Source: an optimization exercise on an open RTL-to-GDS flow (aim: small area, a short achievable clock period and few clock cycles per item). Production flows keep margins and buffers that such runs may drop.
RTL that was checked went through simulation tests only; none was proved equivalent to the original.
The RTL of runs 1 to 4 was laid out without a check of its function.
Power figures rest on the tool's default switching activity, not on a simulated workload.

**design/flow/run.sh**
```bash
#!/bin/bash
# synth_recipe.tcl (not shown) runs the flow's synth.tcl, then flattens the netlist and writes it again
# the make line also repeats each setting of config.mk as NAME=value (left out here)
make -C /OpenROAD-flow-scripts/flow DESIGN_CONFIG=/design/flow/config.mk WORK_HOME=/design/flow/orfs CLKGATE_MAP_FILE= SYNTH_SCRIPT=/design/flow/synth_recipe.tcl finish
```
**design/flow/config.mk**
```make
export PLATFORM = sky130hd
export DESIGN_NAME = nru_itoa
export DESIGN_NICKNAME = nru_itoa
export VERILOG_FILES = /design/flow/design.v
export SDC_FILE = /design/flow/constraint.sdc
export NUM_CORES = 4
export LEC_CHECK = 0
export CAP_MARGIN = 20
export CORE_MARGIN = 2
export CORE_UTILIZATION = 40
export SETUP_SLACK_MARGIN = 1.5
export SLEW_MARGIN = 20
export SYNTH_HIERARCHICAL = 1
export SYNTH_MINIMUM_KEEP_SIZE = 0
```
**design/flow/constraint.sdc**
```tcl
create_clock -name core_clock -period 6.0 [get_ports {clk}]
set_input_delay 1.2000 -clock core_clock [delete_from_list [all_inputs] [get_ports {clk}]]
set_output_delay 1.2000 -clock core_clock [all_outputs]
set_load 0.01 [all_outputs]
```
**design/flow/design.v**
```verilog
module nru_itoa_dd3 (
    input  wire [3:0] a,
    output wire [3:0] f
);
    assign f[3] = a[3] | (a[2] & (a[1] | a[0]));
    assign f[2] = (a[3] & a[0]) | (a[2] & ~a[1] & ~a[0]);
    assign f[1] = (a[1] & (~a[2] | a[0])) | (a[3] & ~a[0]);
    assign f[0] = (a[0] & ~a[2] & ~a[3]) | (~a[0] & ((a[2] & a[1]) | a[3]));
endmodule
module nru_itoa (
    input  wire        clk,
    input  wire        rst_n,       
    input  wire        start,
    input  wire        ptr,         
    input  wire [63:0] value,       
    input  wire [31:0] prec,        
    input  wire [7:0]  flags,       
    output wire        ready,
    output reg         done,
    output wire [9:0]  span_start,
    output wire [9:0]  span_len,
    output reg  [15:0] head,
    output reg  [1:0]  hlen,
    input  wire [8:0]  rd_addr,
    output wire [7:0]  rd_data
);
    localparam [1:0] R10 = 2'b00, R16 = 2'b01, R8 = 2'b10, R2 = 2'b11;
    localparam integer K   = 8;                  
    localparam integer NCH = 64 / K;             
    localparam integer PW  = (NCH > 4) ? 3 : (NCH > 2) ? 2 : 1;   
    localparam integer DW  = 77;                 
    wire        f_uc    = flags[0];
    wire        f_alt   = flags[1];
    wire        f_plus  = flags[2];
    wire        f_space = flags[3];
    wire        f_w64   = flags[4];
    wire        f_sgn   = flags[5];
    wire [1:0]  f_radix = flags[7:6];
    wire        dec_in  = !ptr && f_radix == R10;
    wire [1:0]  rad_in  = ptr ? R16 : f_radix;
    wire        wide    = f_w64 || ptr;
    wire        sbit    = f_w64 ? value[63] : value[31];
    wire        is_neg  = !ptr && f_sgn && sbit;
    reg  [NCH-1:0] nzp, nzn;
    integer c;
    always @(*) begin
        for (c = 0; c < NCH; c = c + 1) begin
            nzp[c] = |value[c*K +: K] && (wide || c * K < 32);
            if (c == 0)
                nzn[c] = 1'b1;
            else
                nzn[c] = !(&value[c*K-1 +: K]) && (f_w64 || c * K < 32);
        end
    end
    wire [NCH-1:0] nz  = is_neg ? nzn : nzp;
    reg  [PW-1:0]  top_in;
    always @(*) begin
        top_in = {PW{1'b0}};
        for (c = 0; c < NCH; c = c + 1)
            if (nz[c]) top_in = c[PW-1:0];
    end
    wire        u_nz = |nzp;
    reg  [15:0] head_in;
    reg  [1:0]  hlen_in;
    always @(*) begin
        head_in = 16'd0;
        hlen_in = 2'd0;
        if (!ptr) begin
            if (f_sgn) begin
                if (is_neg)       begin head_in = 16'h002D; hlen_in = 2'd1; end
                else if (f_plus)  begin head_in = 16'h002B; hlen_in = 2'd1; end
                else if (f_space) begin head_in = 16'h0020; hlen_in = 2'd1; end
            end else if (f_alt) begin
                case (f_radix)
                    R8:  begin head_in = 16'h0030; hlen_in = 2'd1; end
                    R16: if (u_nz) begin
                             head_in = f_uc ? 16'h5830 : 16'h7830; hlen_in = 2'd2;
                         end
                    R2:  begin head_in = f_uc ? 16'h4230 : 16'h6230; hlen_in = 2'd2; end
                    default: ;
                endcase
            end
        end
    end
    wire [9:0]  minlen_in = ptr      ? 10'd16 :
                            prec[31] ? 10'd1 : prec[9:0];
    wire [63:0] u = wide ? value : {32'd0, value[31:0]};
    reg  [DW-1:0] oct_in;
    integer j;
    always @(*) begin
        oct_in = {DW{1'b0}};
        for (j = 0; j < 19; j = j + 1)
            oct_in[4*j +: 3] = u[3*j +: 3];
        oct_in[19] = u[57];
        oct_in[23] = u[58];
        oct_in[27] = u[59];
        oct_in[3]  = u[60];
        oct_in[7]  = u[61];
        oct_in[11] = u[62];
        oct_in[15] = u[63];
    end
    wire [DW-1:0] dig_in = dec_in ? {DW{1'b0}} :
                           (!ptr && f_radix == R8) ? oct_in : {{(DW-64){1'b0}}, u};
    reg  [63:0] lo_nz;          
    integer b;
    always @(*) begin
        lo_nz[0] = 1'b0;
        for (b = 1; b < 64; b = b + 1) lo_nz[b] = lo_nz[b-1] | u[b-1];
    end
    wire [63:0] mag_in = (u ^ ({64{is_neg}} & lo_nz)) & {{32{f_w64}}, 32'hFFFF_FFFF};
    reg  [6:0]  blen;
    always @(*) begin
        blen = 7'd0;
        for (b = 0; b < 64; b = b + 1)
            if (u[b]) blen = b[6:0] + 7'd1;
    end
    reg  [4:0]  oct_len;        
    integer t;
    always @(*) begin
        oct_len = 5'd0;
        for (t = 1; t <= 64; t = t + 1)
            if (blen == t[6:0]) oct_len = (t + 2) / 3;
    end
    wire [6:0]  ndig_in = (f_radix == R2) ? blen :
                          (f_radix == R8) ? {2'd0, oct_len} : {1'b0, blen[6:2]} + {6'd0, |blen[1:0]};
    wire [9:0]  sl_in = (dec_in || ptr || minlen_in > {3'd0, ndig_in}) ? minlen_in : {3'd0, ndig_in};
    reg           busy;
    reg  [PW-1:0] cp;           
    reg  [1:0]    radix;
    reg           uc;
    reg  [9:0]    sl;           
    reg           dec;          
    reg  [DW-1:0] dig;          
    reg  [63:0]   bin;          
    assign ready = !busy;
    wire [K-1:0] chunk = bin[cp*K +: K];
    function integer ndd;       
        input integer l;
        integer i;
        reg [127:0] lim, p;
        begin
            lim = 128'd1 << (64 - K + l);
            p   = 128'd5;
            ndd = 0;
            for (i = 0; i < 19; i = i + 1) begin
                if (p < lim) ndd = i + 1;
                p = p * 10;
            end
        end
    endfunction
    wire [DW-1:0] lv [0:K];
    assign lv[0] = dig;
    genvar gl, gd;
    generate
        for (gl = 0; gl < K; gl = gl + 1) begin : lvl
            wire [DW-1:0] adj;
            for (gd = 0; gd < 19; gd = gd + 1) begin : dg
                if (gd < ndd(gl)) begin : c
                    nru_itoa_dd3 u (.a(lv[gl][4*gd +: 4]), .f(adj[4*gd +: 4]));
                end else begin : n
                    assign adj[4*gd +: 4] = lv[gl][4*gd +: 4];
                end
            end
            assign adj[DW-1:76] = lv[gl][DW-1:76];
            assign lv[gl+1] = {adj[DW-2:0], chunk[K-1-gl]};
        end
    endgenerate
    wire [DW-1:0] dd = lv[K];
    always @(posedge clk) begin
        if (!rst_n) begin
            busy <= 1'b0;
            done <= 1'b0;
        end else begin
            done <= 1'b0;
            if (!busy) begin
                if (start) begin
                    radix  <= rad_in;
                    uc     <= !ptr && f_uc;
                    sl     <= sl_in;
                    dec    <= dec_in;
                    head   <= head_in;
                    hlen   <= hlen_in;
                    dig    <= dig_in;
                    bin    <= mag_in;
                    cp     <= top_in;
                    if (dec_in && (is_neg || u_nz)) busy <= 1'b1;
                    else                            done <= 1'b1;
                end
            end else begin
                dig <= dd;
                cp  <= cp - 1'b1;
                if (cp == {PW{1'b0}}) begin
                    busy <= 1'b0;
                    done <= 1'b1;
                end
            end
        end
    end
    wire [79:0] digx = {{(80-DW){1'b0}}, dig};
    reg  [19:0] dz;             
    reg  [19:0] ge;             
    integer d;
    always @(*) begin
        for (d = 0; d < 20; d = d + 1) begin
            dz[d] = |digx[4*d +: 4];
            ge[d] = sl <= d + 1;
        end
    end
    reg  [4:0]  dn;             
    always @(*) begin
        dn = 5'd0;
        for (d = 0; d < 20; d = d + 1)
            if (dz[d]) dn = d + 1;
    end
    wire        use_dn = dec && (|(dz & ge));
    assign span_len   = use_dn ? {5'd0, dn} : sl;
    assign span_start = use_dn ? 10'd512 - {5'd0, dn} : 10'd512 - sl;
    wire [8:0]  pos  = ~rd_addr;                     
    wire [4:0]  nsel = (radix == R2) ? {1'b0, pos[5:2]} : pos[4:0];
    wire [3:0]  nib  = (nsel < 5'd20) ? digx[4*nsel +: 4] : 4'd0;
    reg  [3:0]  dv;
    always @(*) begin
        case (radix)
            R2:  dv = (pos[8:6] == 3'd0) ? {3'd0, nib[pos[1:0]]} : 4'd0;
            R8:  dv = (pos[8:5] != 4'd0) ? 4'd0 :
                      (pos[4:0] == 5'd19) ? {1'b0, dig[27], dig[23], dig[19]} :
                      (pos[4:0] == 5'd20) ? {1'b0, dig[11], dig[7], dig[3]} :
                      (pos[4:0] == 5'd21) ? {3'd0, dig[15]} : {1'b0, nib[2:0]};
            default: dv = (pos[8:5] == 4'd0) ? nib : 4'd0;
        endcase
    end
    wire letter = dv[3] & (dv[2] | dv[1]);
    assign rd_data = letter ? {2'b01, ~uc, 2'b00, dv[2:0] - 3'd1} : {4'h3, dv};
endmodule
```
==> impl_metrics.py, run 1 <==
metrics = {
    "synthesis": {
        "synthCells": 2791,
        "synth_adder_area_share": 0.00804,
        "synthXorXnorAreaFrac": 0.0294,
        "avgSynthCellArea_um2": 7.69,
        "synth_mux_area_frac": 0.0598,
        "yosys.area.top_type": "edfxtp_1",
        "synth_compound_area_frac": 0.383,
        "yosysWarningCount": 7,
        "synth.top_cell.area_share": 0.235,
        "ys.flop_type": "edfxtp_1",
        "synthArstFlopShare": 0,
        "yosys.cell_types.count": 90,
        "synth.area.top_cells": "edfxtp_1 23%, nand2b_1 8.6%, a21oi_1 8.4%",
        "yosysSeqAreaShare": 0.237,
        "synth_top_family_by_area": "compound AO/OA/AOI/OAI gates",
        "synth_edf_count": 168,
        "ys_ff_latch": 170,
        "netlist_area_um2": 21500,
        "synthSimpleGateAreaFrac": 0.225,
    },
    "power_and_ir_drop": {
        "fin_total_pwr_mw": 9.02,
        "irDropWorstVdd_mv": 0.196,
        "power_leakage_nw": 10.7,
        "cellPowerDensity_nw_per_um2": 333,
    },
    "route": {
        "via_per_inst": 6.12,
        "routed_wl_um": 78700,
        "ant_nets": 0,
        "wire_per_inst_um": 20.7,
        "dr_total_vias": 23200,
        "drc": 0,
        "drt_iter0_markers": 1860,
        "firstDrtPassIters": 5,
    },
    "cts": {
        "cts.sink_count": 170,
        "htree_levels": 4,
        "clk_latency_ns": 0.47,
        "hold_buffers": 0,
        "cts_tree": "yes",
        "clock_path_buffers": 2,
        "numCtsBuffers": 17,
        "path_clk_slew_ns": 0.08,
        "root_buffer": "clkbuf_16",
    },
    "global_routing": {
        "gr-usage-all-layers": 0.269,
        "overflow": 0,
        "grt_max_degree": 89,
        "antenna_found_initial": 4,
        "grt_pass1_wl_um": 118000,
        "grt_pass1_vias": 21200,
    },
    "cells_and_area": {
        "final_layout_size_suffix_gt1_frac": 0.245,
        "final_cell_mix": "295 x nand2b_1, 281 x a21oi_1, 244 x buf_4",
        "syn_to_final_growth_pct": 26.3,
        "final_common_cell": "nand2b_1",
        "final_util": 0.513,
        "nNetsFinal": 3225,
        "instances_no_fill": 3797,
        "num-fill-cells": 5004,
    },
    "sta": {
        "hold_violations": 0,
        "setup_viol": 0,
        "period_share": 0.858,
        "fin_worst_skew_ns": 0.0125,
        "fin_ws_ns": 0.853,
        "fmax_ghz": 0.194,
        "worst_slew_pin_slew_ns": 1.02,
        "rsz0062_at_grt": "yes",
        "drv_slew": 0,
        "fin_crit_ns": 5.15,
        "relSlewSlack": 0.323,
    },
    "floorplan": {
        "fp-row-count": 84,
        "start_util": 0.406,
        "die_x_um": 236,
        "ios": 165,
        "die_height_um": 236,
        "die_area_um2": 55500,
        "core-area_um2": 52900,
    },
    "setup_path": {
        "crit_required_ns": 4.80,
        "crit_slowest_cell": "mux4_2",
        "arrival_ns": 3.95,
        "cp_max_fo": 6,
        "cp-startpoint": "rd_addr[2]",
        "cpPeakStageDelay_ns": 0.53,
        "cpMostUsedCell": "a21oi_2",
        "end_kind": "primary output",
        "cp-start-kind": "primary input",
        "rr_startpoint": "cp[0]",
        "critPathKind": "primary input to primary output",
        "path_cells": "buf_8 > and3_4 > a21oi_4 > buf_12 > mux4_2 > a311oi_2 > a221oi_2 > a21oi_2 > a21oi_2 > a211oi_2 > ha_2 > inv_2 > o32a_1 > buf_2",
    },
    "min_path": {
        "hp-class": "register to register",
        "hold_path.startpoint": "busy",
    },
    "place": {
        "place_inst": 3631,
        "gp_congestion": 0.978,
        "dp_hpwl_um": 59100,
        "port_buffers": 137,
        "place_ws_ns": -0.113,
    },
    "run_status": {
        "status": "finished clean",
    },
    "flow_run": {
        "cap_violations": 0,
    },
}
[modules after synthesis (local to each module, per instance)]
module	area, um^2	flops+latches	cells inside
nru_itoa	12800	170	1371
nru_itoa_dd3	61.3	0	10
[worst max-delay path: cells and delay by family]
| kind | cells | cell delay [ns] |
|---|---|---|
| AOI/OAI and AO/OA | 7 | 1.21 |
| muxes | 1 | 0.53 |
| buffers and inverters | 4 | 0.48 |
| adders and majority gates | 1 | 0.32 |
| and+or+nand+nor | 1 | 0.18 |
[kinds of logic after synthesis]
group	Yosys count
buffers and inverters	307
other	1
and+or+nand+nor	922
AOI/OAI and AO/OA	1212
adders and majority gates	14
DFF	170
xor gates and xnor gates	72
muxes	93
[cells in the mapped netlist, drive strengths merged, types with 47 or more instances]
| cell type | count |
|---|---|
| a21oi | 359 |
| a22o | 302 |
| and2 | 47 |
| clkbuf | 100 |
| edfxtp | 168 |
| inv | 174 |
| nand2 | 142 |
| nand2b | 296 |
| nor2 | 248 |
| o21a | 149 |
| o21ai | 259 |
| xnor2 | 58 |
[where the power goes]
group          internal (mW)  switching, mW  total, mW  leakage (nW)
Combinational           2.67           3.72       6.39          8.81
Clock                  0.589          0.561       1.15         0.285
Sequential              1.41         0.0760       1.48          1.60
Total                   4.66           4.36       9.02          10.7
[per-stage QoR]
stage,instance area [um^2],hold slack [ns],TNS (ns)
floorplan,21700,0.781,0
global placement,24400,0.886,-0.132
detailed placement,24400,0.901,-0.209
CTS,26200,0.912,0
global route,27100,0.953,0
finish,27100,0.942,0
[timing repair]
item,CTS,global route
gates cloned,1,0
endpoints found under the setup margin,47,94
pin swaps,54,53
resized for setup,296,170
setup buffers,76,56
[worst paths after layout]
check,slack (ns),cells past startpoint,end
hold / removal,0.94,3,dig[0]
setup / recovery,0.85,14,rd_data[1]
setup reg to reg,1.69,19,dig[7]
hold reg to reg,0.94,3,dig[0]
[per-layer routing]
layer | part of all wire | global-route usage
met4 | 0.037 | 0.101
met1 | 0.43 | 0.355
met2 | 0.46 | 0.449
met5 | 0.00034 | 0
met3 | 0.067 | 0.0354
[registers in the layout, summed over array words and instances (netlist names)]
signal,count
bin,64
busy,1
cp,3
dec,1
dig,77
done,1
head,9
hlen,1
radix,2
sl,10
uc,1
[layout make-up]
class / count / area (um^2) / area share
diodes: 1 / 2.50 / 0.0000923
clock buffers: 17 / 425 / 0.0157
clock inverters: 15 / 153 / 0.00563
inverters: 175 / 657 / 0.0242
multi-input cells: 2319 / 16400 / 0.605
flip-flops and latches: 170 / 5090 / 0.188
well taps: 688 / 861 / 0.0317
repair buffers: 412 / 3520 / 0.130
==> run 2, diff against run 1 <==
--- a/design/flow/config.mk
+++ b/design/flow/config.mk
@@ -10,3 +10,2 @@
 export CORE_UTILIZATION = 40
-export SETUP_SLACK_MARGIN = 1.5
 export SLEW_MARGIN = 20
==> impl_metrics.py, run 2 <==
metrics = {
    "run_status": {
        "status": "finished clean",
    },
    "global_routing": {
        "overflow": 0,
        "gr-usage-all-layers": 0.261,
        "grt_pass1_wl_um": 115000,
        "grt_max_degree": 89,
        "grt_pass1_vias": 20800,
        "antenna_found_initial": 2,
    },
    "route": {
        "routed_wl_um": 75300,
        "drt_iter0_markers": 1760,
        "via_per_inst": 6.06,
        "dr_total_vias": 22600,
        "drc": 0,
        "wire_per_inst_um": 20.2,
        "firstDrtPassIters": 7,
        "ant_nets": 0,
    },
    "cells_and_area": {
        "final_common_cell": "a21oi_1",
        "syn_to_final_growth_pct": 18.1,
        "final_cell_mix": "358 x a21oi_1, 295 x nand2b_1, 257 x o21ai_0",
        "largest-register": "dig",
        "largest_reg_flops": 77,
        "final_layout_size_suffix_gt1_frac": 0.150,
        "num-fill-cells": 5156,
        "nNetsFinal": 3149,
        "final_util": 0.480,
        "reg.largest.list": "dig: 77 flops, bin: 64 flops, sl: 10 flops",
    },
    "synthesis": {
        "synthArstFlopShare": 0,
        "ys.flop_type": "edfxtp_1",
        "synthTopCellsByCount": "359 x a21oi_1, 295 x nand2b_1, 258 x o21ai_0, 248 x nor2_1, 174 x inv_1",
        "synthCells": 2791,
        "yosysMostFrequentCell": "a21oi_1",
        "synth_edf_count": 168,
        "netlist_area_um2": 21500,
        "synth.area.top_cells": "edfxtp_1 23%, nand2b_1 8.6%, a21oi_1 8.4%",
        "yosys.area.top_type": "edfxtp_1",
        "synth_compound_area_frac": 0.383,
        "synthSimpleGateAreaFrac": 0.225,
        "synth_adder_area_share": 0.00804,
        "yosysWarningCount": 7,
        "ys_ff_latch": 170,
        "synth_mux_area_frac": 0.0598,
        "yosys.cell_types.count": 90,
        "avgSynthCellArea_um2": 7.69,
        "synth.top_cell.area_share": 0.235,
        "synth_top_family_by_area": "compound AO/OA/AOI/OAI gates",
        "yosysSeqAreaShare": 0.237,
        "synthXorXnorAreaFrac": 0.0294,
    },
    "setup_path": {
        "crit_required_ns": 4.80,
        "cp-start-kind": "primary input",
        "critPathKind": "primary input to primary output",
        "arrival_ns": 4.62,
        "cp_max_fo": 8,
        "end_kind": "primary output",
    },
    "cts": {
        "clk_latency_ns": 0.47,
        "cts_tree": "yes",
        "cts.sink_count": 170,
        "hold_buffers": 0,
        "root_buffer": "clkbuf_16",
        "path_clk_slew_ns": 0.08,
        "clock_path_buffers": 2,
        "htree_levels": 4,
        "numCtsBuffers": 17,
    },
    "power_and_ir_drop": {
        "irDropWorstVdd_mv": 0.211,
        "power_leakage_nw": 9.98,
        "cellPowerDensity_nw_per_um2": 343,
        "fin_total_pwr_mw": 8.69,
    },
    "sta": {
        "fmax_ghz": 0.172,
        "worst_slew_pin_slew_ns": 1.03,
        "setup_viol": 0,
        "fin_worst_skew_ns": 0.0171,
        "fin_crit_ns": 5.82,
        "hold_violations": 0,
        "relSlewSlack": 0.316,
        "worst_hold_slack_ns": 0.845,
        "drv_slew": 0,
        "period_share": 0.969,
    },
    "floorplan": {
        "core-area_um2": 52900,
        "die_x_um": 236,
        "die_height_um": 236,
        "start_util": 0.406,
        "fp-row-count": 84,
        "die_area_um2": 55500,
        "ios": 165,
    },
    "min_path": {
        "hp-class": "register to register",
    },
    "flow_run": {
        "cap_violations": 0,
    },
    "place": {
        "dp_hpwl_um": 59800,
        "port_buffers": 137,
        "gp_congestion": 0.971,
    },
}
run 2: changes by cell type in the layout (fill, tap and decap cells not counted), sizes merged, moves of 3 or more:
cell / previous run / this run
dlymetal6s2s: 7 / 3
dlygate4sd2: 36 / 1
clkdlybuf4s50: 60 / 133
clkdlybuf4s15: 5 / 0
inv: 184 / 181
clkinv: 4 / 9
buf: 302 / 199
run 2: power breakdown:
group	total (mW)	internal [mW]	leakage, nW	switching [mW]
logic	6.05	2.51	8.09	3.53
clock network	1.15	0.561	0.293	0.584
registers	1.50	1.41	1.60	0.0904
total	8.69	4.48	9.98	4.21
run 2: area by class of cell:
class,count,area [um^2],share of cell area
clock buffer,17,425,0.0168
clock inverter,15,170,0.00671
multi-input combinational,2319,15200,0.601
tap,688,861,0.0340
antenna,1,2.50,0.0000987
inverter,175,657,0.0259
sequential,170,5090,0.201
timing repair buffer,336,2910,0.115
run 2: worst max-delay path, stage by stage:
cell and delay, ns:
clkdlybuf4s50_1 0.52, buf_4 0.23, mux2_2 0.36, a21oi_1 0.16, a32oi_1 0.08, o2111a_1 0.16
o31ai_2 0.30, mux2i_1 0.14, a211oi_2 0.26, ha_2 0.23, nor2_1 0.05, a211oi_2 0.19
buf_4 0.17, clkdlybuf4s50_1 0.54
run 2: path summary, 6_finish.rpt:
check | slack [ns] | endpoint | depth (start not counted) | start
hold / removal | 0.84 | dig[0] | 3 | busy
setup / recovery | 0.18 | rd_data[2] | 14 | rd_addr[3]
hold reg to reg | 0.84 | dig[0] | 3 | busy
setup reg to reg | 1.07 | dig[6] | 18 | cp[0]
run 2: cells by family (layout without fill, tap and decap cells):
| kind of cell | Yosys count | count (layout) |
|---|---|---|
| compound gates | 1212 | 1212 |
| fa+ha+maj | 14 | 14 |
| other cells | 1 | 7 |
| simple gates | 922 | 922 |
| mux | 93 | 93 |
| flops | 170 | 170 |
| buf+inv | 307 | 543 |
| xor+xnor | 72 | 72 |
run 2: layer usage:
| metal | GRT usage | wire length (um) | vias up |
|---|---|---|---|
| met5 | 0 | 0 | - |
| met4 | 0.0988 | 2580 | 0 |
| met1 | 0.351 | 33400 | 10800 |
| li1 | - | - | 10900 |
| met2 | 0.422 | 34200 | 766 |
| met3 | 0.0392 | 5120 | 130 |
run 2: per-module statistics from Yosys, one instance, submodules excluded:
module | copies in the design | area [um^2] | cells inside | flip-flops and latches
nru_itoa | 1 | 12800 | 1371 | 170
nru_itoa_dd3 | 142 | 61.3 | 10 | 0
run 2: per-stage QoR:
step | cell area [um^2] | setup slack, ns | instances | setup TNS [ns]
2_1_floorplan | 21500 | 0.786 | 2796 | 0
3_3_place_gp | 24700 | -0.297 | 3687 | -1.09
5_1_grt | 25400 | -0.0187 | 3721 | -0.0187
4_1_cts | 25300 | -0.121 | 3719 | -0.121
3_5_place_dp | 24700 | -0.277 | 3687 | -1.59
6_report | 25400 | 0.184 | 3721 | 0
run 2: what timing repair did:
action,4_1_cts,5_1_grt
endpoints found under the setup margin,3,4
setup buffers,0,1
gates resized for setup,4,9
pin swaps,1,3
cloned,0,0
==> run 3, diff against run 2 <==
--- a/design/flow/design.v
+++ b/design/flow/design.v
@@ -107,20 +107,22 @@
         lo_nz[0] = 1'b0;
-        for (b = 1; b < 64; b = b + 1) lo_nz[b] = lo_nz[b-1] | u[b-1];
-    end
-    wire [63:0] mag_in = (u ^ ({64{is_neg}} & lo_nz)) & {{32{f_w64}}, 32'hFFFF_FFFF};
-    reg  [6:0]  blen;
-    always @(*) begin
-        blen = 7'd0;
-        for (b = 0; b < 64; b = b + 1)
-            if (u[b]) blen = b[6:0] + 7'd1;
-    end
-    reg  [4:0]  oct_len;        
-    integer t;
-    always @(*) begin
-        oct_len = 5'd0;
-        for (t = 1; t <= 64; t = t + 1)
-            if (blen == t[6:0]) oct_len = (t + 2) / 3;
-    end
-    wire [6:0]  ndig_in = (f_radix == R2) ? blen :
-                          (f_radix == R8) ? {2'd0, oct_len} : {1'b0, blen[6:2]} + {6'd0, |blen[1:0]};
+        for (b = 1; b < 64; b = b + 1) lo_nz[b] = lo_nz[b-1] | value[b-1];
+    end
+    wire [63:0] mag_in = value ^ ({64{is_neg}} & lo_nz);
+    reg  [6:0]  bdig;           
+    reg  [4:0]  odig;           
+    reg  [4:0]  hdig;           
+    integer b2;
+    always @(*) begin
+        bdig = 7'd0;
+        for (b2 = 0; b2 < 64; b2 = b2 + 1)
+            if (u[b2]) bdig = b2[6:0] + 7'd1;
+        odig = 5'd0;
+        for (b2 = 0; b2 < 22; b2 = b2 + 1)
+            if (|((u >> (3 * b2)) & 64'd7)) odig = b2[4:0] + 5'd1;
+        hdig = 5'd0;
+        for (b2 = 0; b2 < 16; b2 = b2 + 1)
+            if (|u[4*b2 +: 4]) hdig = b2[4:0] + 5'd1;
+    end
+    wire [6:0]  ndig_in = (f_radix == R2) ? bdig :
+                          (f_radix == R8) ? {2'd0, odig} : {2'd0, hdig};
     wire [9:0]  sl_in = (dec_in || ptr || minlen_in > {3'd0, ndig_in}) ? minlen_in : {3'd0, ndig_in};
@@ -231,4 +233,15 @@
     end
-    wire letter = dv[3] & (dv[2] | dv[1]);
-    assign rd_data = letter ? {2'b01, ~uc, 2'b00, dv[2:0] - 3'd1} : {4'h3, dv};
+    reg  [7:0]  chr;
+    always @(*) begin
+        case (dv)
+            4'hA:    chr = uc ? 8'h41 : 8'h61;
+            4'hB:    chr = uc ? 8'h42 : 8'h62;
+            4'hC:    chr = uc ? 8'h43 : 8'h63;
+            4'hD:    chr = uc ? 8'h44 : 8'h64;
+            4'hE:    chr = uc ? 8'h45 : 8'h65;
+            4'hF:    chr = uc ? 8'h46 : 8'h66;
+            default: chr = {4'h3, dv};
+        endcase
+    end
+    assign rd_data = chr;
 endmodule
--- a/design/flow/config.mk
+++ b/design/flow/config.mk
@@ -7,2 +7,3 @@
 export LEC_CHECK = 0
+export ABC_CLOCK_PERIOD_IN_PS = 3500
 export CAP_MARGIN = 20
@@ -10,2 +11,3 @@
 export CORE_UTILIZATION = 40
+export SETUP_SLACK_MARGIN = 2
 export SLEW_MARGIN = 20
==> impl_metrics.py, run 3 <==
metrics = {
    "setup_path": {
        "end_kind": "register",
        "cp_max_fo": 11,
        "critPathKind": "primary input to register",
        "rr_startpoint": "cp[0]",
        "reg2reg_depth": 20,
        "worstSetupEndpoint": "sl[0]",
        "ff2ff_setup_slack_ns": 1.54,
        "arrival_ns": 5.12,
        "r2r-end": "dig[3]",
        "cp-startpoint": "value[15]",
        "crit_required_ns": 6.22,
        "cp-start-kind": "primary input",
    },
    "cts": {
        "numCtsBuffers": 17,
        "clk_latency_ns": 0.47,
        "path_clk_slew_ns": 0.08,
        "htree_levels": 4,
        "cts_tree": "yes",
        "clock_path_buffers": 2,
        "cts.sink_count": 170,
        "hold_buffers": 0,
        "root_buffer": "clkbuf_16",
    },
    "global_routing": {
        "gr-usage-all-layers": 0.294,
        "antenna_found_initial": 1,
        "grt_pass1_wl_um": 130000,
        "grt_max_degree": 73,
        "overflow": 0,
        "grt_pass1_vias": 23000,
    },
    "route": {
        "firstDrtPassIters": 6,
        "routed_wl_um": 94800,
        "met3WireLength_um": 6670,
        "dr_total_vias": 25900,
        "ant_nets": 0,
        "drc": 0,
        "wire_per_inst_um": 22.8,
        "dr_wl_met2_um": 46200,
        "drt_iter0_markers": 2245,
        "top_layer": "met5",
        "via_per_inst": 6.22,
        "met1Wirelength_um": 38700,
    },
    "power_and_ir_drop": {
        "power_leakage_nw": 13.6,
        "cellPowerDensity_nw_per_um2": 414,
        "irDropWorstVdd_mv": 0.337,
    },
    "cells_and_area": {
        "final_cell_mix": "452 x buf_4, 215 x nor2_1, 168 x edfxtp_1",
        "antenna_cells": 0,
        "final_layout_size_suffix_gt1_frac": 0.485,
        "largest-register": "dig",
        "final_common_cell": "buf_4",
        "largest_reg_flops": 77,
        "final_area_um2": 34300,
        "syn_to_final_growth_pct": 59.0,
        "reg.largest.list": "dig: 77 flops, bin: 64 flops, sl: 10 flops",
        "nNetsFinal": 3579,
        "final_util": 0.640,
    },
    "place": {
        "gp_congestion": 0.950,
        "dp_hpwl_um": 62300,
        "port_buffers": 137,
        "dpl_cell_area_um2": 24700,
    },
    "synthesis": {
        "ys.flop_type": "edfxtp_1",
        "yosys.area.top_type": "edfxtp_1",
        "synth.top_cell.area_share": 0.234,
        "synthArstFlopShare": 0,
        "netlist_area_um2": 21600,
        "yosys.cell_types.count": 84,
        "synth_edf_count": 168,
        "yosysMostFrequentCell": "a21oi_1",
        "yosysSeqAreaShare": 0.236,
        "yosysWarningCount": 7,
        "synth.area.top_cells": "edfxtp_1 23%, a21oi_1 8.8%, nand2b_1 8.6%",
        "ys_ff_latch": 170,
        "avgSynthCellArea_um2": 7.53,
        "synthTopCellsByCount": "380 x a21oi_1, 297 x nand2b_1, 268 x o21ai_0, 258 x nor2_1, 178 x inv_1",
        "synthCells": 2869,
    },
    "sta": {
        "fin_crit_ns": 4.91,
        "fin_worst_skew_ns": 0.0137,
        "worst_hold_slack_ns": 0.785,
        "period_share": 0.818,
        "drv_slew": 0,
        "worst_slew_pin_slew_ns": 1.14,
        "hold_violations": 0,
        "rsz0062_at_grt": "yes",
        "setup_viol": 0,
        "fmax_ghz": 0.204,
        "relSlewSlack": 0.236,
    },
    "floorplan": {
        "ios": 165,
        "die_area_um2": 55800,
        "core-area_um2": 53600,
        "start_util": 0.403,
        "die_x_um": 236,
        "fp-row-count": 85,
        "die_height_um": 236,
    },
    "min_path": {
        "hp-class": "register to register",
    },
    "run_status": {
        "status": "finished clean",
    },
    "flow_run": {
        "cap_violations": 0,
    },
}
-- run 3: cell types whose count changed after synthesis, sizes merged, moves of 8 or more --
| cell | previous run | this run |
|---|---|---|
| or3 | 7 | 16 |
| mux4 | 26 | 18 |
| nand3 | 20 | 35 |
| o211ai | 12 | 3 |
| and2 | 47 | 14 |
| a21oi | 359 | 380 |
| nor2 | 248 | 260 |
| o21ai | 259 | 275 |
| o21a | 149 | 159 |
| nor3 | 30 | 53 |
-- run 3: cells by family (layout without fill, tap and decap cells) --
group                    after synthesis  count (layout)  share of synthesized area
AND/OR/NAND/NOR                      962             962                      0.231
AO/OA/AOI/OAI                       1245            1245                      0.387
adder cells (fa/ha/maj)               10              10                    0.00580
buffers and inverters                321             912                     0.0590
other                                  1               6                   0.000174
multiplexers                          87              87                     0.0519
flip-flops                           170             170                      0.236
XOR/XNOR                              73              73                     0.0296
-- run 3: worst min path at each step --
stage,cells after the start,from,slack [ns],to
3_3_place_gp,1,busy,0.72,cp[2]
6_report,1,busy,0.79,cp[2]
4_1_cts,1,busy,0.74,cp[2]
5_1_grt,1,busy,0.83,busy
3_5_place_dp,1,busy,0.71,cp[2]
2_1_floorplan,3,busy,0.74,busy
-- run 3: per-module statistics from Yosys (local to each module, per instance) --
module	area (um^2)	cells inside	copies in the design
nru_itoa_dd3	61.3	10	142
nru_itoa	12900	1449	1
-- run 3: metrics by stage --
step                      cells  TNS (ns)  setup WS (ns)  total power, mW
after CTS                  3935         0           1.01             9.92
final                      4161         0           1.09             14.2
after detailed placement   3717    -0.333        -0.0920             7.65
after global routing       4161         0          0.988             14.9
after floorplan            2874         0           1.01             6.13
after global placement     3717    -0.146        -0.0398             7.39
-- run 3: repair_timing --
action	CTS	global route
endpoints found under the setup margin	112	115
hold endpoints to repair	0	0
pin swaps	168	387
resized for setup	629	1013
setup buffers	186	225
-- run 3: layout make-up --
| class | instances | area, um^2 |
|---|---|---|
| clock buffers | 17 | 425 |
| inverters | 178 | 681 |
| clock inverters | 15 | 176 |
| repair buffers | 702 | 6020 |
| multi-input cells | 2383 | 21100 |
| flip-flops and latches | 170 | 5090 |
| well taps | 696 | 871 |
| fillers | 4221 | 19300 |
-- run 3: report_power, final --
part	total, mW	internal [mW]	switching (mW)
Sequential	1.47	1.41	0.0649
Combinational	11.6	5.37	6.21
Clock	1.18	0.598	0.579
Total	14.2	7.37	6.85
-- run 3: worst max-delay path: stages --
cell and delay, ns:
clkdlybuf4s50_1 0.46, buf_4 0.23, o21ai_0 0.20, nand4_1 0.14, o211ai_1 0.34, a21oi_2 0.12
a21oi_2 0.16, o221ai_2 0.12, buf_4 0.16, ha_4 0.24, nor2b_4 0.12, o21a_1 0.16
o21a_1 0.16, o21a_1 0.16, o21a_1 0.16, o21a_1 0.17, o22ai_2 0.13, nor4bb_4 0.21
buf_4 0.18, mux2_4 0.29
-- run 3: per-layer routing --
metal / global-route usage / vias up
li1: - / 11900
met1: 0.391 / 12800
met2: 0.497 / 1026
met3: 0.0405 / 195
met4: 0.0821 / 2
met5: 0 / -
==> run 4, diff against run 3 <==
--- a/design/flow/config.mk
+++ b/design/flow/config.mk
@@ -11,3 +11,3 @@
 export CORE_UTILIZATION = 40
-export SETUP_SLACK_MARGIN = 2
+export SETUP_SLACK_MARGIN = 1
 export SLEW_MARGIN = 20
==> impl_metrics.py, run 4 <==
metrics = {
    "run_status": {
        "status": "finished clean",
    },
    "synthesis": {
        "avgSynthCellArea_um2": 7.53,
        "synthCells": 2869,
        "synth.top_cell.area_share": 0.234,
        "synth.area.top_cells": "edfxtp_1 23%, a21oi_1 8.8%, nand2b_1 8.6%",
        "yosysSeqAreaShare": 0.236,
        "yosys.cell_types.count": 84,
        "synth_edf_count": 168,
        "ys.flop_type": "edfxtp_1",
        "netlist_area_um2": 21600,
        "synthTopCellsByCount": "380 x a21oi_1, 297 x nand2b_1, 268 x o21ai_0, 258 x nor2_1, 178 x inv_1",
        "yosys.area.top_type": "edfxtp_1",
        "yosysWarningCount": 7,
        "yosysMostFrequentCell": "a21oi_1",
        "synthArstFlopShare": 0,
        "ys_ff_latch": 170,
    },
    "place": {
        "dp_hpwl_um": 62600,
        "place_ws_ns": -0.0584,
        "gp_congestion": 0.971,
        "port_buffers": 137,
    },
    "sta": {
        "rsz0062_at_grt": "yes",
        "setup_viol": 0,
        "fmax_ghz": 0.203,
        "relSlewSlack": 0.270,
        "fin_crit_ns": 4.93,
        "fin_ws_ns": 1.07,
        "period_share": 0.821,
        "worst_slew_pin_slew_ns": 1.09,
        "fin_worst_skew_ns": 0.0137,
        "hold_violations": 0,
        "drv_slew": 0,
    },
    "cells_and_area": {
        "final_layout_size_suffix_gt1_frac": 0.217,
        "largest_reg_flops": 77,
        "final_common_cell": "a21oi_1",
        "final_cell_mix": "367 x a21oi_1, 296 x nand2b_1, 256 x o21ai_0",
        "reg.largest.list": "dig: 77 flops, bin: 64 flops, sl: 10 flops",
        "syn_to_final_growth_pct": 24.9,
        "nNetsFinal": 3290,
        "largest-register": "dig",
        "antenna_cells": 0,
        "num-fill-cells": 5272,
    },
    "cts": {
        "clk_latency_ns": 0.47,
        "clock_path_buffers": 2,
        "numCtsBuffers": 17,
        "root_buffer": "clkbuf_16",
        "cts_tree": "yes",
        "hold_buffers": 0,
        "cts.sink_count": 170,
        "path_clk_slew_ns": 0.08,
        "htree_levels": 4,
    },
    "global_routing": {
        "grt_pass1_vias": 21800,
        "gr-usage-all-layers": 0.282,
        "grt_pass1_wl_um": 124000,
        "grt_max_degree": 82,
        "overflow": 0,
        "antenna_found_initial": 2,
    },
    "floorplan": {
        "start_util": 0.403,
        "die_height_um": 236,
        "core-area_um2": 53600,
        "die_area_um2": 55800,
        "ios": 165,
        "die_x_um": 236,
        "fp-row-count": 85,
    },
    "min_path": {
        "hp-class": "register to register",
    },
    "setup_path": {
        "crit_required_ns": 4.80,
        "arrival_ns": 3.73,
        "cp-start-kind": "primary input",
        "cp_max_fo": 5,
        "end_kind": "primary output",
        "critPathKind": "primary input to primary output",
    },
    "route": {
        "dr_total_vias": 23600,
        "ant_nets": 0,
        "drc": 0,
        "firstDrtPassIters": 6,
        "routed_wl_um": 81700,
        "wire_per_inst_um": 21.1,
        "via_per_inst": 6.09,
        "drt_iter0_markers": 1859,
    },
    "power_and_ir_drop": {
        "power_leakage_nw": 10.6,
        "irDropWorstVdd_mv": 0.203,
        "cellPowerDensity_nw_per_um2": 332,
        "fin_total_pwr_mw": 8.96,
    },
    "flow_run": {
        "cap_violations": 0,
    },
}
-- run 4: cell counts after synthesis --
No cell type changed its count.
-- run 4: final cells by class --
class | instances | area (um^2) | area share
Sequential cell | 170 | 5090 | 0.189
Timing Repair Buffer | 412 | 3490 | 0.129
Inverter | 178 | 668 | 0.0248
Tap cell | 696 | 871 | 0.0323
Multi-Input combinational cell | 2384 | 16300 | 0.604
Clock buffer | 17 | 425 | 0.0158
Clock inverter | 15 | 133 | 0.00492
-- run 4: logic make-up after synthesis --
family	synth area share
AO/OA/AOI/OAI	0.387
AND/OR/NAND/NOR	0.231
buffers and inverters	0.0590
flip-flops	0.236
multiplexers	0.0519
XOR/XNOR	0.0296
adder cells (fa/ha/maj)	0.00580
other	0.000174
-- run 4: through the flow --
step                cells  setup TNS, ns  instance area (um^2)  hold WS [ns]  utilization
detailed placement   3731         -0.109                 24600         0.643        0.458
global route         3872              0                 27000         0.676        0.503
finish               3872              0                 27000         0.676        0.503
floorplan            2874              0                 21700         0.735            -
CTS                  3820              0                 26100         0.659        0.486
global placement     3731         -0.156                 24600         0.644        0.458
-- run 4: worst paths after layout --
kind | slack [ns] | startpoint | endpoint | depth (start not counted)
hold reg to reg | 0.68 | busy | cp[2] | 1
hold / removal | 0.68 | busy | cp[2] | 1
setup / recovery | 1.07 | rd_addr[1] | rd_data[2] | 12
setup reg to reg | 1.33 | cp[0] | dig[7] | 19
-- run 4: metal layers --
| metal | GRT usage | vias to the layer above | part of all wire |
|---|---|---|---|
| met5 | 0 | - | 0.00039 |
| met4 | 0.0830 | 4 | 0.028 |
| met3 | 0.0355 | 132 | 0.072 |
| met2 | 0.471 | 850 | 0.47 |
| met1 | 0.381 | 11300 | 0.43 |
| li1 | - | 11300 | - |
-- run 4: Yosys stat by module (local to each module, per instance) --
module / flip-flops and latches / cell area (um^2) / times used / cells inside
nru_itoa_dd3: 0 / 61.3 / 142 / 10
nru_itoa: 170 / 12900 / 1 / 1449
-- run 4: where the power goes --
part           internal (mW)  switching (mW)  leakage [nW]
clock network          0.544           0.549         0.263
registers               1.41          0.0771          1.62
logic                   2.58            3.80          8.77
total                   4.53            4.43          10.6
-- run 4: worst max-delay path: stages --
cell and delay [ns]:
buf_2 0.12, a21bo_2 0.26, and2_4 0.20, buf_4 0.14
o41ai_2 0.34, nor4_1 0.08, a211o_1 0.34, or3_1 0.33
a22oi_2 0.14, buf_4 0.14, a31oi_1 0.11, dlygate4sd2_1 0.30
-- run 4: repair_timing --
item	CTS	global route
setup endpoints to repair	24	30
gates resized for setup	206	155
pin swaps	49	57
cloned	0	3
buffers inserted	57	49
==> run 5, diff against run 4 <==
--- a/design/flow/design.v
+++ b/design/flow/design.v
@@ -103,33 +103,8 @@
                            (!ptr && f_radix == R8) ? oct_in : {{(DW-64){1'b0}}, u};
-    reg  [63:0] lo_nz;          
-    integer b;
-    always @(*) begin
-        lo_nz[0] = 1'b0;
-        for (b = 1; b < 64; b = b + 1) lo_nz[b] = lo_nz[b-1] | value[b-1];
-    end
-    wire [63:0] mag_in = value ^ ({64{is_neg}} & lo_nz);
-    reg  [6:0]  bdig;           
-    reg  [4:0]  odig;           
-    reg  [4:0]  hdig;           
-    integer b2;
-    always @(*) begin
-        bdig = 7'd0;
-        for (b2 = 0; b2 < 64; b2 = b2 + 1)
-            if (u[b2]) bdig = b2[6:0] + 7'd1;
-        odig = 5'd0;
-        for (b2 = 0; b2 < 22; b2 = b2 + 1)
-            if (|((u >> (3 * b2)) & 64'd7)) odig = b2[4:0] + 5'd1;
-        hdig = 5'd0;
-        for (b2 = 0; b2 < 16; b2 = b2 + 1)
-            if (|u[4*b2 +: 4]) hdig = b2[4:0] + 5'd1;
-    end
-    wire [6:0]  ndig_in = (f_radix == R2) ? bdig :
-                          (f_radix == R8) ? {2'd0, odig} : {2'd0, hdig};
-    wire [9:0]  sl_in = (dec_in || ptr || minlen_in > {3'd0, ndig_in}) ? minlen_in : {3'd0, ndig_in};
     reg           busy;
     reg  [PW-1:0] cp;           
+    reg           neg;          
     reg  [1:0]    radix;
     reg           uc;
-    reg  [9:0]    sl;           
-    reg           dec;          
+    reg  [9:0]    minlen;
     reg  [DW-1:0] dig;          
@@ -137,3 +112,11 @@
     assign ready = !busy;
-    wire [K-1:0] chunk = bin[cp*K +: K];
+    reg  [NCH-1:0] bnz;
+    reg  [NCH-1:0] lowz;        
+    always @(*) begin
+        for (c = 0; c < NCH; c = c + 1) bnz[c] = |bin[c*K +: K];
+        lowz[0] = 1'b1;
+        for (c = 1; c < NCH; c = c + 1) lowz[c] = lowz[c-1] & !bnz[c-1];
+    end
+    wire [K-1:0] bchunk = bin[cp*K +: K];
+    wire [K-1:0] chunk  = neg ? ~bchunk + {{(K-1){1'b0}}, lowz[cp]} : bchunk;
     function integer ndd;       
@@ -180,4 +163,3 @@
                     uc     <= !ptr && f_uc;
-                    sl     <= sl_in;
-                    dec    <= dec_in;
+                    minlen <= minlen_in;
                     head   <= head_in;
@@ -185,3 +167,4 @@
                     dig    <= dig_in;
-                    bin    <= mag_in;
+                    bin    <= value;
+                    neg    <= is_neg;
                     cp     <= top_in;
@@ -201,20 +184,28 @@
     wire [79:0] digx = {{(80-DW){1'b0}}, dig};
-    reg  [19:0] dz;             
-    reg  [19:0] ge;             
+    reg [63:0] dnz;             
     integer d;
     always @(*) begin
-        for (d = 0; d < 20; d = d + 1) begin
-            dz[d] = |digx[4*d +: 4];
-            ge[d] = sl <= d + 1;
-        end
-    end
-    reg  [4:0]  dn;             
-    always @(*) begin
-        dn = 5'd0;
-        for (d = 0; d < 20; d = d + 1)
-            if (dz[d]) dn = d + 1;
-    end
-    wire        use_dn = dec && (|(dz & ge));
-    assign span_len   = use_dn ? {5'd0, dn} : sl;
-    assign span_start = use_dn ? 10'd512 - {5'd0, dn} : 10'd512 - sl;
+        dnz = 64'd0;
+        case (radix)
+            R2: dnz = dig[63:0];
+            R8: begin
+                for (d = 0; d < 19; d = d + 1) dnz[d] = |dig[4*d +: 3];
+                dnz[19] = dig[19] | dig[23] | dig[27];
+                dnz[20] = dig[3] | dig[7] | dig[11];
+                dnz[21] = dig[15];
+            end
+            default:
+                for (d = 0; d < 20; d = d + 1) dnz[d] = |digx[4*d +: 4];
+        endcase
+    end
+    reg [6:0] ndig;
+    integer n;
+    always @(*) begin
+        ndig = 7'd0;
+        for (n = 0; n < 64; n = n + 1)
+            if (dnz[n]) ndig = n[6:0] + 7'd1;
+    end
+    wire       use_min = minlen > {3'd0, ndig};
+    assign span_len   = use_min ? minlen : {3'd0, ndig};
+    assign span_start = 10'd512 - span_len;
     wire [8:0]  pos  = ~rd_addr;                     
@@ -233,15 +224,4 @@
     end
-    reg  [7:0]  chr;
-    always @(*) begin
-        case (dv)
-            4'hA:    chr = uc ? 8'h41 : 8'h61;
-            4'hB:    chr = uc ? 8'h42 : 8'h62;
-            4'hC:    chr = uc ? 8'h43 : 8'h63;
-            4'hD:    chr = uc ? 8'h44 : 8'h64;
-            4'hE:    chr = uc ? 8'h45 : 8'h65;
-            4'hF:    chr = uc ? 8'h46 : 8'h66;
-            default: chr = {4'h3, dv};
-        endcase
-    end
-    assign rd_data = chr;
+    wire letter = dv[3] & (dv[2] | dv[1]);
+    assign rd_data = letter ? {2'b01, ~uc, 2'b00, dv[2:0] - 3'd1} : {4'h3, dv};
 endmodule
--- a/design/flow/config.mk
+++ b/design/flow/config.mk
@@ -7,3 +7,2 @@
 export LEC_CHECK = 0
-export ABC_CLOCK_PERIOD_IN_PS = 3500
 export CAP_MARGIN = 20
@@ -11,3 +10,2 @@
 export CORE_UTILIZATION = 40
-export SETUP_SLACK_MARGIN = 1
 export SLEW_MARGIN = 20
==> impl_metrics.py, run 5 <==
metrics = {
    "sta": {
        "relSlewSlack": 0.323,
        "setup_viol": 6,
        "fin_worst_skew_ns": 0.0141,
        "period_share": 1.02,
        "rsz0062_at_grt": "yes",
        "drv_slew": 0,
        "hold_violations": 0,
        "setup-tns-final_ns": -0.368,
        "worst_slew_pin_slew_ns": 1.02,
        "fin_crit_ns": 6.11,
        "fmax_ghz": 0.164,
        "fin_ws_ns": -0.110,
    },
    "setup_path": {
        "end_kind": "primary output",
        "path_cells": "buf_6 > buf_4 > clkinvlp_4 > o21ai_2 > buf_4 > buf_4 > buf_4 > buf_4 > buf_4 > buf_4 > buf_4 > buf_4 > buf_4 > a211oi_2 > o21ai_2 > a311oi_2 > o21ai_2 > a211o_1 > and3_4 > buf_6 > or3_4 > a211oi_2 > xnor2_1 > buf_2",
        "crit_family": "buffers and inverters",
        "reg2reg_depth": 26,
        "crit_required_ns": 4.80,
        "path_buf_inv": 14,
        "cp-start-kind": "register",
        "arrival_ns": 4.91,
        "critPathKind": "register to primary output",
        "cp_max_fo": 7,
        "cpPeakStageDelay_ns": 0.45,
        "cpMostUsedCell": "buf_4",
        "crit_cells": 24,
        "crit_slowest_cell": "edfxtp_1",
    },
    "global_routing": {
        "overflow": 0,
        "gr-usage-all-layers": 0.273,
        "grt_pass1_vias": 19400,
        "grt_pass1_wl_um": 108000,
        "grt_max_degree": 92,
        "antenna_found_initial": 1,
    },
    "route": {
        "dr_total_vias": 21200,
        "drt_iter0_markers": 1880,
        "drc": 0,
        "wire_per_inst_um": 20.4,
        "via_per_inst": 6.06,
        "ant_nets": 0,
        "firstDrtPassIters": 6,
        "routed_wl_um": 71200,
    },
    "power_and_ir_drop": {
        "cellPowerDensity_nw_per_um2": 351,
        "fin_total_pwr_mw": 8.64,
        "power_leakage_nw": 9.55,
        "irDropWorstVdd_mv": 0.230,
    },
    "synthesis": {
        "yosysWarningCount": 7,
        "synthCells": 2487,
        "yosysMostFrequentCell": "a21oi_1",
        "synthArstFlopShare": 0,
        "yosys.area.top_type": "edfxtp_1",
        "synthTopCellsByCount": "333 x a21oi_1, 303 x nand2b_1, 236 x o21ai_0, 199 x nor2_1, 176 x inv_1",
        "synth.top_cell.area_share": 0.256,
        "synth_edf_count": 168,
        "yosys.cell_types.count": 79,
        "yosysSeqAreaShare": 0.258,
        "ys_ff_latch": 170,
        "netlist_area_um2": 19700,
        "avgSynthCellArea_um2": 7.91,
        "ys.flop_type": "edfxtp_1",
        "synth.area.top_cells": "edfxtp_1 26%, nand2b_1 9.6%, a21oi_1 8.5%",
    },
    "cells_and_area": {
        "reg.largest.list": "dig: 77 flops, bin: 64 flops, minlen: 10 flops",
        "final_cell_mix": "309 x a21oi_1, 303 x nand2b_1, 224 x buf_4",
        "largest-register": "dig",
        "instances_no_fill": 3491,
        "syn_to_final_growth_pct": 25.2,
        "largest_reg_flops": 77,
        "nNetsFinal": 2943,
        "final_common_cell": "a21oi_1",
        "final_util": 0.505,
        "num-fill-cells": 4628,
        "final_layout_size_suffix_gt1_frac": 0.206,
        "antenna_cells": 0,
    },
    "floorplan": {
        "die_height_um": 226,
        "die_area_um2": 51000,
        "fp-row-count": 81,
        "start_util": 0.404,
        "ios": 165,
        "core-area_um2": 48700,
        "die_x_um": 226,
    },
    "cts": {
        "cts_tree": "yes",
        "path_clk_slew_ns": 0.08,
        "clock_path_buffers": 2,
        "numCtsBuffers": 17,
        "root_buffer": "clkbuf_16",
        "hold_buffers": 0,
        "clk_latency_ns": 0.47,
        "htree_levels": 4,
        "cts.sink_count": 170,
    },
    "place": {
        "port_buffers": 137,
        "place_inst": 3425,
        "gp_congestion": 0.973,
        "place_ws_ns": -0.645,
        "dp_hpwl_um": 55700,
    },
    "flow_run": {
        "cap_violations": 0,
    },
    "run_status": {
        "status": "finished with violations",
        "violations": "setup timing",
    },
    "min_path": {
        "hold_depth": 2,
        "hp-class": "register to register",
    },
}
[run 5: worst register-to-register path: stages (launching register included)]
cell	delay [ns]
edfxtp_1	0.45
nor4_4	0.30
nand2_1	0.11
or3_1	0.41
a221oi_2	0.27
ha_2	0.23
nand3_1	0.11
or3_4	0.37
o31ai_2	0.20
xor2_1	0.19
buf_4	0.16
inv_1	0.06
a22o_2	0.28
o21ai_0	0.09
nand2b_1	0.18
nand2b_1	0.21
a22o_4	0.25
o21a_1	0.18
a21oi_2	0.18
nor2_1	0.07
a22o_2	0.27
o21a_1	0.20
a21oi_2	0.18
nor2_1	0.07
a22o_2	0.25
nand2_1	0.06
o21ai_0	0.09
[run 5: layout make-up]
cell class	instances	area (um^2)	share of cell area
clock buffer	17	425	0.0173
clock inverter	15	158	0.00640
inverter	177	668	0.0271
multi-input combinational	2077	14300	0.580
sequential	170	5090	0.207
tap	664	831	0.0337
timing repair buffer	371	3170	0.129
[run 5: metal layers]
layer,routed length [um],GRT usage,vias to the layer above
met5,0,0,-
met4,1820,0.0808,0
met3,5370,0.0472,111
met2,32500,0.448,755
met1,31500,0.368,10200
li1,-,-,10100
[run 5: where the power goes]
| group | switching [mW] | internal, mW | leakage, nW | total, mW |
|---|---|---|---|---|
| clock network | 0.547 | 0.552 | 0.283 | 1.10 |
| registers | 0.0614 | 1.40 | 1.59 | 1.46 |
| logic | 3.47 | 2.62 | 7.68 | 6.08 |
[run 5: final timing paths]
path / from / to / slack [ns]
max: radix[0] / span_start[5] / -0.11
min: busy / done / 0.53
max reg2reg: bin[6] / dig[7] / 0.27
min reg2reg: busy / done / 0.53
[run 5: cells by family after synthesis]
kind of cell / count (synthesis) / synth area share
adder cells (fa/ha/maj): 12 / 0.00763
AND/OR/NAND/NOR: 811 / 0.218
AO/OA/AOI/OAI: 1165 / 0.401
multiplexers: 66 / 0.0567
flip-flops: 170 / 0.258
other: 1 / 0.000191
XOR/XNOR: 17 / 0.00757
buffers and inverters: 245 / 0.0503
[run 5: metrics by stage]
stage,hold slack (ns),area (um^2)
after floorplan,0.660,19700
after global placement,0.546,23200
after detailed placement,0.525,23200
after CTS,0.539,24300
after global routing,0.584,24600
final,0.529,24600
[run 5: modules after synthesis (local to each module, per instance)]
| module | area [um^2] | flip-flops and latches | times used | cells inside |
|---|---|---|---|---|
| nru_itoa | 11000 | 170 | 1 | 1067 |
| nru_itoa_dd3 | 61.3 | 0 | 142 | 10 |
[run 5: timing repair]
action,in CTS,in global routing
setup buffers,24,10
endpoints found under the setup margin,21,47
cloned,1,0
gates resized for setup,118,81
pin swaps,24,16
Testbench counts of run 5, summed over its fixed seeds: cycles 13,482, items 4,800.

what the ideal ports hide:
The results above use ideal ports. As a check the final layouts listed here were re-extracted and re-timed, cells and wires unchanged. Step 1 assumes that a clkbuf_16 drives the clock port and a buf_2 every other input. Step 2, shift: input delay + t, output delay - t, t = (earliest + latest rising clock arrival at the registers) / 2. This alone moves slack from input paths to output paths. a / b / c = ideal / step 1 / step 2; a / b = the first two.
| run | shift t [ns] | setup slack, ns | worst slew at a driven data input, ns |
|---|---|---|---|
| run 1 | 0.520 | 0.853 / 0.815 / 0.501 | 0.14 |
| run 2 | 0.513 | 0.184 / 0.163 / -0.187 | 0.09 |
| run 3 | 0.518 | 1.094 / 1.046 / 0.598 | 0.15 |
| run 4 | 0.512 | 1.071 / 1.040 / 0.577 | 0.08 |
| run 5 | 0.520 | -0.110 / -0.168 / 0.252 | 0.06 |
With both steps, setup timing fails in run 2, where it was met with ideal ports. For run 3, which loses most, drivers alone change the setup slack by -0.048 ns; drivers and shift together by -0.496 ns.
